This is an optimization exercise on Yosys and OpenROAD, whose aim is small area, a short achievable clock period and few clock cycles per item, not a production implementation.
In this exercise RTL edits were held to simulation tests only and were not proved equivalent to the original.

==> flow/design.v, too long to show whole: its modules and the start of the top module <==
// module mul_lo: 11 lines
// module fp_prod_exp: 21 lines
// module fp_prod_round: 39 lines
// module fp_round_at: 24 lines
// module booth_enc53: 15 lines
// module mul53_cs: 3166 lines
// module ks_add: 27 lines
// module cs_add: 19 lines
// module tree_carry: 27 lines
// module lzc64: 42 lines
// module fp_add_align: 64 lines
// module fp_add_norm: 41 lines
// module cmul64: 222 lines
module cmul64 (
    input  wire        clk,
    input  wire        rst,
    input  wire        in_valid,
    output wire        in_ready,
    input  wire [63:0] a_re,
    input  wire [63:0] a_im,
    input  wire [63:0] b_re,
    input  wire [63:0] b_im,
    output wire        out_valid,
    input  wire        out_ready,
    output wire [63:0] y_re,
    output wire [63:0] y_im
);
  // ...
==> flow/run.sh <==
#!/bin/bash
# synth_recipe.tcl (not shown) runs the flow's synth.tcl, then flattens the netlist and writes it again
# the make line also repeats each setting of config.mk as NAME=value (left out here)
make -C /OpenROAD-flow-scripts/flow DESIGN_CONFIG=/design/flow/config.mk WORK_HOME=/design/flow/orfs CLKGATE_MAP_FILE= SYNTH_SCRIPT=/design/flow/synth_recipe.tcl finish
==> flow/config.mk <==
export PLATFORM = sky130hd
export DESIGN_NAME = cmul64
export DESIGN_NICKNAME = cmul64
export VERILOG_FILES = /design/flow/design.v
export SDC_FILE = /design/flow/constraint.sdc
export NUM_CORES = 4
export LEC_CHECK = 0
export ABC_AREA = 1
export CAP_MARGIN = 20
export CELL_PAD_IN_SITES_DETAIL_PLACEMENT = 1
export CELL_PAD_IN_SITES_GLOBAL_PLACEMENT = 2
export CORE_MARGIN = 2
export CORE_UTILIZATION = 40
export PLACE_DENSITY = 0.55
export SLEW_MARGIN = 20
==> flow/constraint.sdc <==
create_clock -name core_clock -period 34.0 [get_ports {clk}]
set_input_delay 6.8000 -clock core_clock [delete_from_list [all_inputs] [get_ports {clk}]]
set_output_delay 6.8000 -clock core_clock [all_outputs]
set_load 0.01 [all_outputs]
==> impl_metrics.csv, run 1 <==
group,metric,value,unit
synthesis,yosysSeqAreaShare,11.8,%
critical_path,cpMaxStageDelayCell,"a311oi_1",
grt,use_met1,54.8,%
place,dpl.hpwl,1630000,um
clocking,clk_latency,1.05,ns
grt,grt.busiest_layer,"met2",
synthesis,synthAdderAreaFrac,32.5,%
timing,fmax,87.0,MHz
layout,design_area,405000,um^2
layout,final_common_cell,"xor2_1",
synthesis,synth-compound-area-share,18.3,%
routing,ant_nets,0,
routing,wl_met2,929000,um
critical_path,rrSetupSlack,22.51,ns
layout,nets,51941,
grt,track_usage,46.2,%
grt,grt.overflow.total,0,
timing,worst_hold_slack,0.406,ns
timing,rsz0062_at_grt,"false",
clocking,cts_resized,0,
layout,ff_latch_area,44900,um^2
routing,vias,392052,
grt,antenna_found_initial,171,
routing,met3_length,327000,um
outcome,status,"finished clean",
Testbench counts, summed over its fixed seeds: cycles 3,240, items 3,200.
==> module fp_add_align, before the edit <==
module fp_add_align (
    input  wire        sa,
    input  wire [11:0] eua,
    input  wire [52:0] ma,
    input  wire        nana,
    input  wire        infa,
    input  wire        sb,
    input  wire [11:0] eub,
    input  wire [52:0] mb,
    input  wire        nanb,
    input  wire        infb,
    output wire [56:0] sum,
    output wire [10:0] ex,       
    output wire        sx,
    output wire        rnan,
    output wire        rinf,
    output wire        sinf,
    output wire        bz,       
    output wire        zsgn
);
    wire age;
    tree_carry #(.W(65), .L(7)) u_cmp (.a({eua, ma}), .b(~{eub, mb}), .cin(1'b1), .cout(age));
    wire        swap = ~age;
    wire [52:0] mx  = swap ? mb : ma;
    wire [52:0] mz  = swap ? ma : mb;
    wire        sz  = swap ? sa : sb;
    assign sx = swap ? sb : sa;
    wire        tina  = (eua < 12'd65);
    wire        tinb  = (eub < 12'd65);
    wire [11:0] eba   = tina ? 12'd65 : eua;
    wire [11:0] ebb   = tinb ? 12'd65 : eub;
    wire [11:0] txa   = 12'd65 - eua;              
    wire [11:0] txb   = 12'd65 - eub;
    wire [11:0] tza   = eba - eub;                 
    wire [11:0] tzb   = ebb - eua;
    wire [5:0]  txsa  = ~tina ? 6'd0 : ((txa > 12'd60) ? 6'd60 : txa[5:0]);
    wire [5:0]  txsb  = ~tinb ? 6'd0 : ((txb > 12'd60) ? 6'd60 : txb[5:0]);
    wire [5:0]  tzsa  = (tza > 12'd60) ? 6'd60 : tza[5:0];
    wire [5:0]  tzsb  = (tzb > 12'd60) ? 6'd60 : tzb[5:0];
    wire [5:0]  txs   = swap ? txsb : txsa;
    wire [5:0]  tzs   = swap ? tzsb : tzsa;
    wire [11:0] ebase = swap ? ebb : eba;
    wire [52:0] mxs   = mx >> txs;
    wire [55:0] x_ext = {mxs, 3'b000};
    wire [55:0] zsh   = {mz, 3'b000} >> tzs;
    reg  [52:0] zlost;
    integer i;
    always @* begin
        for (i = 0; i < 53; i = i + 1)
            zlost[i] = mz[i] & ({6'd0, i[5:0]} + 12'd3 < {6'd0, tzs});
    end
    wire [55:0] z_ext = {zsh[55:1], zsh[0] | (|zlost)};
    wire sub = sx ^ sz;
    wire [55:0] s56;
    wire        c56;
    ks_add #(.W(56), .L(6)) u_add (.a(x_ext), .b(z_ext ^ {56{sub}}), .cin(sub), .s(s56), .cout(c56));
    assign sum = {c56 & ~sub, s56};
    assign ex  = ebase[10:0] - 11'd64;
    assign rnan = nana | nanb | (infa & infb & (sa ^ sb));
    assign rinf = infa | infb;
    assign sinf = infa ? sa : sb;
    assign bz   = (ma == 53'd0) & (mb == 53'd0);
    assign zsgn = sa & sb;
endmodule
==> run 2, diff against run 1 <==
--- a/flow/design.v
+++ b/flow/design.v
@@ -3302,4 +3302,27 @@
     assign cout = g[L][W-1];
 endmodule
+module gt_tree #(parameter integer W = 12, parameter integer L = 4) (
+    input  wire [W-1:0] a,
+    input  wire [W-1:0] b,
+    output wire         gt
+);
+    localparam integer N = 1 << L;
+    wire [N-1:0] g [0:L];
+    wire [N-1:0] e [0:L];
+    assign g[0] = {{(N-W){1'b0}}, a & ~b};
+    assign e[0] = {{(N-W){1'b1}}, ~(a ^ b)};
+    genvar l, i;
+    generate for (l = 0; l < L; l = l + 1) begin : g_lvl
+        for (i = 0; i < (N >> (l + 1)); i = i + 1) begin : g_node
+            assign g[l+1][i] = g[l][2*i+1] | (e[l][2*i+1] & g[l][2*i]);
+            assign e[l+1][i] = e[l][2*i+1] & e[l][2*i];
+        end
+        for (i = (N >> (l + 1)); i < N; i = i + 1) begin : g_zero
+            assign g[l+1][i] = 1'b0;
+            assign e[l+1][i] = 1'b0;
+        end
+    end endgenerate
+    assign gt = g[L][0];
+endmodule
 module cs_add #(parameter integer W = 56, parameter integer B = 8) (
     input  wire [W-1:0] a,
@@ -3410,7 +3433,6 @@
     output wire        zsgn
 );
-    wire age;
-    tree_carry #(.W(65), .L(7)) u_cmp (.a({eua, ma}), .b(~{eub, mb}), .cin(1'b1), .cout(age));
-    wire        swap = ~age;
+    wire        swap;
+    gt_tree #(.W(65), .L(7)) u_cmp (.a({eub, mb}), .b({eua, ma}), .gt(swap));
     wire [52:0] mx  = swap ? mb : ma;
     wire [52:0] mz  = swap ? ma : mb;
--- a/flow/config.mk
+++ b/flow/config.mk
@@ -7,5 +7,5 @@
 export LEC_CHECK = 0
 export ABC_AREA = 1
-export CAP_MARGIN = 20
+export CAP_MARGIN = 35
 export CELL_PAD_IN_SITES_DETAIL_PLACEMENT = 1
 export CELL_PAD_IN_SITES_GLOBAL_PLACEMENT = 2
@@ -13,3 +13,3 @@
 export CORE_UTILIZATION = 40
 export PLACE_DENSITY = 0.55
-export SLEW_MARGIN = 20
+export SLEW_MARGIN = 35
==> impl_metrics.csv, run 2 <==
group,metric,value,unit
outcome,status,"finished clean",
timing,setup_violations,0,
timing,worst_hold_slack,0.420,ns
synthesis,syn-instance-count,46578,
clocking,numCtsBuffers,197,
layout,area_growth,6.71,%
timing,fin_tns_setup,0,ns
synthesis,synth_most_common_cell,"xor2_1",
clocking,cts_root_buffer,"clkbuf_16",
grt,grt_pass1_wl,3100000,um
grt,grt_pass1_vias,398616,
critical_path,reg2reg_depth,45,
floorplan,core,940000,um^2
clocking,cts_tree,"built",
layout,mostFrequentLayoutCells,"xor2_1 (6256), o22ai_1 (6041), inv_1 (5542)",
synthesis,synth_top_area_share,27.8,%
critical_path,criticalPathCategory,"flip-flop to flip-flop",
timing,fmax,90.7,MHz
place,gp_congestion,1.02,
critical_path,cp_data_required_time,34.69,ns
floorplan,start_util,40.1,%
timing,slew_headroom,7.17,%
critical_path,slowest_delay,0.73,ns
layout,final_common_cell,"xor2_1",
grt,track_usage,45.3,%
layout,drive_above_1_share,5.73,%
critical_path,rrSetupSlack,22.98,ns
timing,fin_crit,11.02,ns
synthesis,synth_commonest_cells,"xor2_1 (6270), o22ai_1 (6046), inv_1 (5557)",
synthesis,async_flop_share,0,%
place,io_buffers,389,
floorplan,std_cell_rows,356,
critical_path,crit_path_frequent_cell,"nand2_1",
critical_path,startpoint_type,"flip-flop",
synthesis,synth_top_family_by_area,"adder cells",
synthesis,synthSimpleGateAreaFrac,11.7,%
place,dp.cells,57053,
routing,routed_via_density,6.76,
layout,top_regs,"pr01: 220 flops, pr11: 216 flops",
synthesis,netlist_area,377000,um^2
synthesis,yosys-top-cells-area,"fa_1 (28%), xor2_1 (15%), edfxtp_1 (11%)",
timing,rsz0062_at_grt,"false",
layout,instances_no_fill,57540,
layout,largest_reg_flops,220,
grt,grt_max_degree,118,
timing,hold_violations,0,
synthesis,yosys_warnings,39,
critical_path,cp-end-kind,"flip-flop",
routing,drtPass1Iterations,13,
synthesis,synthAdderAreaFrac,32.8,%
synthesis,yosysSeqAreaShare,11.9,%
worst_hold_path,min_path_type,"flip-flop to flip-flop",
floorplan,fp.dieH,975,um
clocking,cts_resized,0,
timing,skew,0.0983,ns
floorplan,die_area,951000,um^2
clocking,clock_sinks,1540,
synthesis,post-synth-top-area-cell,"fa_1",
critical_path,cp.arrival,11.71,ns
worst_hold_path,min_path_cells,0,
routing,drc_errors,0,
synthesis,syn_avg_cell_area,8.10,um^2
layout,largest-register,"pr01",
timing,fin_crit_sh,32.4,%
floorplan,die-width,975,um
routing,drt_iter0_markers,50335,
place,post-place-ws,23.18,ns
synthesis,ys_seq_elements,1540,
timing,setup_ws,22.98,ns
layout,design_area,402000,um^2
routing,routedWlPerCell,39.0,um
clocking,clkSlewWorstSetupHoldPaths,0.07,ns
timing,worst_pin_slew,1.39,ns
layout,nets,51744,
grt,antenna_found_initial,178,
routing,wirelength,2240000,um
clocking,clockBufferDepth,4,
critical_path,cpMaxStageDelayCell,"nor3b_1",
synthesis,synth_fp_nets,53579,
critical_path,reg2reg_to,"sum3[1][54]$_DFFE_PN_",
critical_path,crit_fanout,29,
timing,finalMaxSlewViolations,0,
layout,utilization,42.8,%
layout,fillers,111247,
grt,grt.overflow.total,0,
floorplan,io_pins,390,
synthesis,synth_mux_area_share,0.332,%
worst_hold_path,whs_endpoint,"pnan2[3]$_DFFE_PN_",
routing,ant_nets,0,
clocking,clk_latency,0.98,ns
routing,vias,389056,
clocking,cts_hold_buf,0,
synthesis,synth-edff-count,1404,
place,dpl.hpwl,1610000,um
job,cap_violations,0,
synthesis,synth-compound-area-share,18.2,%
critical_path,crit_start,"peu2[3][1]$_SDFFCE_PP0N_",
synthesis,ys.flop_type,"edfxtp_1",
synthesis,synthXorXnorAreaFrac,15.3,%
critical_path,r2r_start,"peu2[3][1]$_SDFFCE_PP0N_",
synthesis,synth.distinct_cells,92,
clocking,h-tree-depth,4,
clocking,post_cts_buffers,0,
worst_hold_path,min_from,"pnan1[3]$_DFFE_PN_",
place,dpl_cell_area,395000,um^2
==> run 2: changes by cell type after synthesis, sizes merged, moves of 16 or more <==
cell,change
nor2,+17
a21oi,+48
buf,-56
nand3,-25
clkbuf,+47
inv,-137
nand2,-119
xnor2,+38
o2111ai,-24
a221oi,-19
a31oi,-16
o31ai,+48
nor3,-19
==> run 2: worst max-delay path by stage <==
stage,endpoint,slack (ns),depth (start not counted)
2_1_floorplan,in_ready_r$_SDFF_PP1_,4.02,11
3_3_place_gp,sum3[1][54]$_DFFE_PN_,23.34,45
3_5_place_dp,sum3[1][54]$_DFFE_PN_,23.18,45
4_1_cts,sum3[1][54]$_DFFE_PN_,23.15,45
5_1_grt,sum3[1][54]$_DFFE_PN_,22.20,45
6_report,sum3[1][54]$_DFFE_PN_,22.98,45
==> run 2: final cells by class <==
cell class	instances	area (um^2)	area share [%]
flip-flops and latches	1540	44900	11.2
well taps	12530	15700	3.90
repair buffers	1701	14400	3.57
diodes	105	263	0.0653
inverters	6009	23200	5.75
clock buffers	234	5260	1.31
multi-input cells	35294	297000	73.9
clock inverters	127	1420	0.352
==> run 2: kinds of logic (layout without fill, tap and decap cells) <==
family | Yosys count | count (layout)
buffers and inverters | 9744 | 8071
AND/OR/NAND/NOR | 10489 | 10489
multiplexers | 125 | 125
flip-flops | 1540 | 1540
AO/OA/AOI/OAI | 11363 | 11363
XOR/XNOR | 6576 | 6576
adder cells (fa/ha/maj) | 6741 | 6741
other | 0 | 105
==> run 2: per-layer routing <==
metal / wire length [um] / up-vias / GRT usage (%) / share of wire, %
met4: 181000 / 190 / 28.0 / 8.1
met2: 900000 / 30704 / 64.6 / 40
met5: 3590 / - / 2.10 / 0.16
li1: - / 152528 / - / -
met1: 836000 / 196406 / 55.8 / 37
met3: 322000 / 9228 / 20.2 / 14
==> run 2: worst max-delay path: cells and delay by family (launching register included) <==
family,cells,cell delay (ns)
flip-flops,1,0.45
buffers and inverters,8,2.01
AND/OR/NAND/NOR,22,4.67
XOR/XNOR,2,0.31
AO/OA/AOI/OAI,8,1.87
adder cells (fa/ha/maj),5,1.40
Testbench counts of run 2, summed over its fixed seeds: cycles 3,240, items 3,200.

==> port drivers added, routing unchanged <==
The flow's constraints put no driver on any port. The routed layouts listed below were extracted and timed again, unchanged, in two steps.
Step 1: set_driving_cell puts a clkbuf_16 on clk and a buf_2 on each other input, an assumption about the parent block.
Step 2 moves the port delays by t, midway between the first and last clock arrival at a register: inputs arrive t later, outputs are due t later. That takes back most of the time a late clock gives input paths.
a / b / c = ideal / step 1 / step 2; a / b = the first two.
run | shift t [ns] | setup WS [ns] | hold slack, ns | slew at the worst register clock pin (ns) | worst data-port slew with drivers (ns)
run 1 | 1.179 | 22.506 / 22.506 / 22.506 | 0.406 / 0.406 / 0.406 | 0.09 / 0.09 | 0.12
run 2 | 1.128 | 22.980 / 22.980 / 22.980 | 0.420 / 0.420 / 0.420 | 0.08 / 0.08 | 0.08
After both steps setup and hold are still met in every run listed.
